This design comes from an exercise in tuning for small area on the open sky130 flow, not from production work.
Function was checked by simulation only, so behaviour that the tests miss may differ from the original.
Power and IR drop assume default switching activity.

==> flow/design.v (excerpt) <==
module fsx #(
    parameter integer F_CLK_HZ = 400
) (
    input  wire        clk,
    input  wire        rst,
    input  wire        rx_valid,
    input  wire [7:0]  rx_data,
    input  wire        chan_fail,
    output reg         tx_valid,
    output reg  [7:0]  tx_data,
    input  wire        tx_ready,
    input  wire        h_we,
    input  wire [4:0]  h_addr,
    input  wire [15:0] h_wdata,
    output reg  [15:0] h_rdata,
    output wire        irq,
    output wire        link_fail,
    input  wire [31:0] cfg_preamble,         
    input  wire [7:0]  cfg_addr_main,
    input  wire [7:0]  cfg_addr_remote,
    input  wire [7:0]  cfg_addr_pump,
    input  wire [7:0]  cfg_cmd_set,
    input  wire [7:0]  cfg_cmd_telem,
    input  wire [8:0]  cfg_telem_frame_len,  
    input  wire [7:0]  cfg_off_pwatt,
    input  wire [7:0]  cfg_off_prpm,
    input  wire [3:0]  cfg_off_eq1,          
    input  wire [3:0]  cfg_off_eq2,          
    input  wire [3:0]  cfg_off_hour,         
    input  wire [3:0]  cfg_off_min,          
    input  wire [7:0]  cfg_off_wtemp,        
    input  wire [7:0]  cfg_off_atemp,        
    input  wire [71:0] cfg_feature_id        
);
Size in the first run: about 410 flip-flops, roughly 260 I/O pins, about 21000 sq um of cells after synthesis.
==> flow/config.mk <==
export PLATFORM = sky130hd
export DESIGN_NAME = fsx
export DESIGN_NICKNAME = fsx
export VERILOG_FILES = /design/flow/design.v
export SDC_FILE = /design/flow/constraint.sdc
export NUM_CORES = 8
export LEC_CHECK = 0
export CAP_MARGIN = 20
export CORE_MARGIN = 2
export CORE_UTILIZATION = 55
export CTS_BUF_LIST = sky130_fd_sc_hd__clkbuf_16
export CTS_CLUSTER_DIAMETER = 60
export CTS_CLUSTER_SIZE = 30
export SLEW_MARGIN = 20
==> flow/constraint.sdc <==
create_clock -name core_clock -period 10.0 [get_ports {clk}]
set_input_delay 2.0000 -clock core_clock [delete_from_list [all_inputs] [get_ports {clk}]]
set_output_delay 2.0000 -clock core_clock [all_outputs]
set_load 0.01 [all_outputs]
standard.sh (not shown) runs the stock make flow with config.mk's settings and CLKGATE_MAP_FILE= SYNTH_SCRIPT=/design/flow/synth_recipe.tcl, a recipe that flattens the netlist after the stock synthesis.
==> flow/flow/run.sh <==
#!/bin/bash
set -euo pipefail
export BUFFER_PORTS_ARGS="-buffer_cell sky130_fd_sc_hd__buf_1"
bash standard.sh finish > flow_make.log 2>&1
The baseline completed with no timing, DRC or antenna violations.
==> next run, changes <==
CORE_UTILIZATION = 25   (was 55)
CTS_BUF_LIST = not set   (was sky130_fd_sc_hd__clkbuf_16)
CTS_CLUSTER_DIAMETER = not set   (was 60)
CTS_CLUSTER_SIZE = not set   (was 30)
=>
- power rose by 7.9%
- combinational power is about the same
- synthesized cell count does not change
- count of clock-buffer cells in the layout rose by 27
==> next run, changes <==
CAP_MARGIN = 0   (was 20)
CORE_UTILIZATION = 55   (was 25)
CTS_BUF_LIST = sky130_fd_sc_hd__clkbuf_4   (was not set)
SLEW_MARGIN = 0   (was 20)
Routed wire length falls by 6.6%.
Worst setup slack gains 0.018 ns.
Clock power drops by about 10%.
Synthesized cell count is unchanged.
Core utilization is higher by 34 points.
Fmax hardly moves.
Global-route usage went up by 18 points.
Cell area fell by 3.3%.
==> next run, changes <==
CAP_MARGIN = 20   (was 0)
CTS_BUF_LIST = sky130_fd_sc_hd__clkbuf_8   (was sky130_fd_sc_hd__clkbuf_4)
CTS_CLUSTER_DIAMETER = 60   (was not set)
CTS_CLUSTER_SIZE = 16   (was not set)
SLEW_MARGIN = 20   (was 0)
After rerunning: Flip-flop and latch count is unchanged; setup slack loses 0.032 ns; die area is unchanged; design area falls by 2.3%; cell count falls by 4.8%; power falls by 9.7%; global-route usage falls by 0.44 points; maximum frequency falls by 0.42%.

========
oak:
fsx, a different RTL version from the one above (not shown whole).
Size: about 1,600 cells after synthesis, ~420 flip-flops, roughly 18,000 um^2 of cells after synthesis.
clock: 10.0 ns
lec_check: 0
cap_margin: 20
core_margin: 2
core_utilization: 55
slew_margin: 20
==> flow/flow/run.sh <==
#!/bin/bash
# Own layout flow: the standard ORFS flow (standard.sh) with these changes:
#  1. synthesis is synth_recipe.tcl unchanged, except that ORFS's single ABC call
#     gets an area-oriented ABC script (flow/area.abc) in place of the speed one;
#     registers are mapped before ABC, so they are the standard synthesis's;
#  2. port buffers use the smallest buffer cell (every port still gets one);
#  3. CTS without dummy clock loads;
#  4. adders are left to ABC (ADDER_MAP_FILE empty) instead of being mapped to
#     full/half-adder cells before it.
# Every tool's output goes to logs in this folder (flow_make.log, ORFS logs under orfs/logs).
set -euo pipefail
W=$(pwd)
export BUFFER_PORTS_ARGS="-buffer_cell sky130_fd_sc_hd__buf_1"
export CTS_ARGS="-sink_clustering_enable -repair_clock_nets -sink_clustering_size ${FSX_CTS_SIZE:-16} -sink_clustering_max_diameter ${FSX_CTS_DIAM:-60} -buf_list sky130_fd_sc_hd__clkbuf_8 -dont_use_dummy_load"
cat > "$W/flow_synth.tcl" <<EOT
proc abc {args} {
  set i [lsearch -exact \$args -script]
  if {\$i >= 0} { set args [lreplace \$args [expr {\$i + 1}] [expr {\$i + 1}] {$W/flow/area.abc}] }
  yosys abc {*}\$args
}
source {$W/synth_recipe.tcl}
EOT
sed -e "s#SYNTH_SCRIPT=[^ ]*#SYNTH_SCRIPT=$W/flow_synth.tcl#" -e "s#CLKGATE_MAP_FILE= #CLKGATE_MAP_FILE= ADDER_MAP_FILE= #" standard.sh > own_standard.sh
grep -q "SYNTH_SCRIPT=$W/flow_synth.tcl" own_standard.sh
grep -q "ADDER_MAP_FILE= " own_standard.sh
bash own_standard.sh finish > flow_make.log 2>&1
==> flow/flow/area.abc <==
strash
&get -n
&deepsyn -J 40 -T 600
&put
strash
&get -n
&dch -f
&nf -R 1000 -p -F 10 -C 32
&put
oak completed; timing, DRC and antenna clean
Input changes introduced in maple (baseline for comparison: oak):
==> flow/flow/run.sh <==
#!/bin/bash
# Own layout flow: the standard ORFS flow (standard.sh) with three changes:
#  1. synthesis is synth_recipe.tcl unchanged, except that ORFS's single ABC call
#     gets an area-oriented ABC script (flow/area.abc) in place of the speed one;
#     registers are mapped before ABC, so they are the standard synthesis's;
#  2. port buffers use the smallest buffer cell (every port still gets one);
#  3. CTS without dummy clock loads.
# Every tool's output goes to logs in this folder (flow_make.log, ORFS logs under orfs/logs).
set -euo pipefail
W=$(pwd)
export BUFFER_PORTS_ARGS="-buffer_cell sky130_fd_sc_hd__buf_1"
export CTS_ARGS="-sink_clustering_enable -repair_clock_nets -sink_clustering_size ${FSX_CTS_SIZE:-28} -sink_clustering_max_diameter ${FSX_CTS_DIAM:-80} -buf_list sky130_fd_sc_hd__clkbuf_16 -dont_use_dummy_load"
cat > "$W/flow_synth.tcl" <<EOT
proc abc {args} {
  set i [lsearch -exact \$args -script]
  if {\$i >= 0} { set args [lreplace \$args [expr {\$i + 1}] [expr {\$i + 1}] {$W/flow/area.abc}] }
  yosys abc {*}\$args
}
source {$W/synth_recipe.tcl}
EOT
sed "s#SYNTH_SCRIPT=[^ ]*#SYNTH_SCRIPT=$W/flow_synth.tcl#" standard.sh > own_standard.sh
grep -q "SYNTH_SCRIPT=$W/flow_synth.tcl" own_standard.sh
bash own_standard.sh finish > flow_make.log 2>&1
Findings:
Between maple and oak, largest fanout on the critical path is higher for oak, maple comes in under that. maple ended up with a lower global-route usage over all layers than oak did. Relative to oak, global routing usage on met1 decreased by 0.81 points in maple. Re power spent charging and discharging nets: maple is about 10% up on oak. Per the comparison of maple with oak, core utilization lower, via count of the first global-routing pass higher, tap cell count higher. [compare] base=oak new=maple: shortest clock period the worst path allows after layout has increased; final worst slack has decreased. Compared to oak, maple has synthesized-area fraction occupied by ao, oa, aoi and oai cells 1.4 points lower.

==> what the ideal ports hide <==
The results above use ideal ports. As a check the final layouts listed here were re-extracted and re-timed, cells and wires unchanged. Step 1 (the two cells are an assumption about what drives the block):
set clk [get_ports {clk}]
set_driving_cell -lib_cell sky130_fd_sc_hd__clkbuf_16 $clk
set_driving_cell -lib_cell sky130_fd_sc_hd__buf_2 [delete_from_list [all_inputs] $clk]
Step 2, shift: input delay + t, output delay - t, t = (earliest + latest rising clock arrival at the registers) / 2. This alone moves slack from input paths to output paths. Three values: ideal ports, drivers, drivers and shift; two values: the first two.
run | t (ns) | slack for setup (ns) | cell pins on the clock port's net
the first run of note 1 | 0.657 | 2.239 / 2.213 / 2.213 | 1
the second run of note 1 | 0.640 | 2.277 / 2.255 / 2.255 | 1
the third run of note 1 | 0.820 | 2.296 / 2.269 / 2.269 | 1
the fourth run of note 1 | 0.645 | 2.263 / 2.237 / 2.237 | 1
oak | 0.591 | 3.223 / 3.249 / 2.659 | 1
maple | 0.573 | 3.105 / 3.084 / 3.084 | 1
After both steps setup and hold are still met in every run listed. The setup slack of oak, which loses most, moves by +0.026 ns with the drivers and by -0.564 ns with both steps.
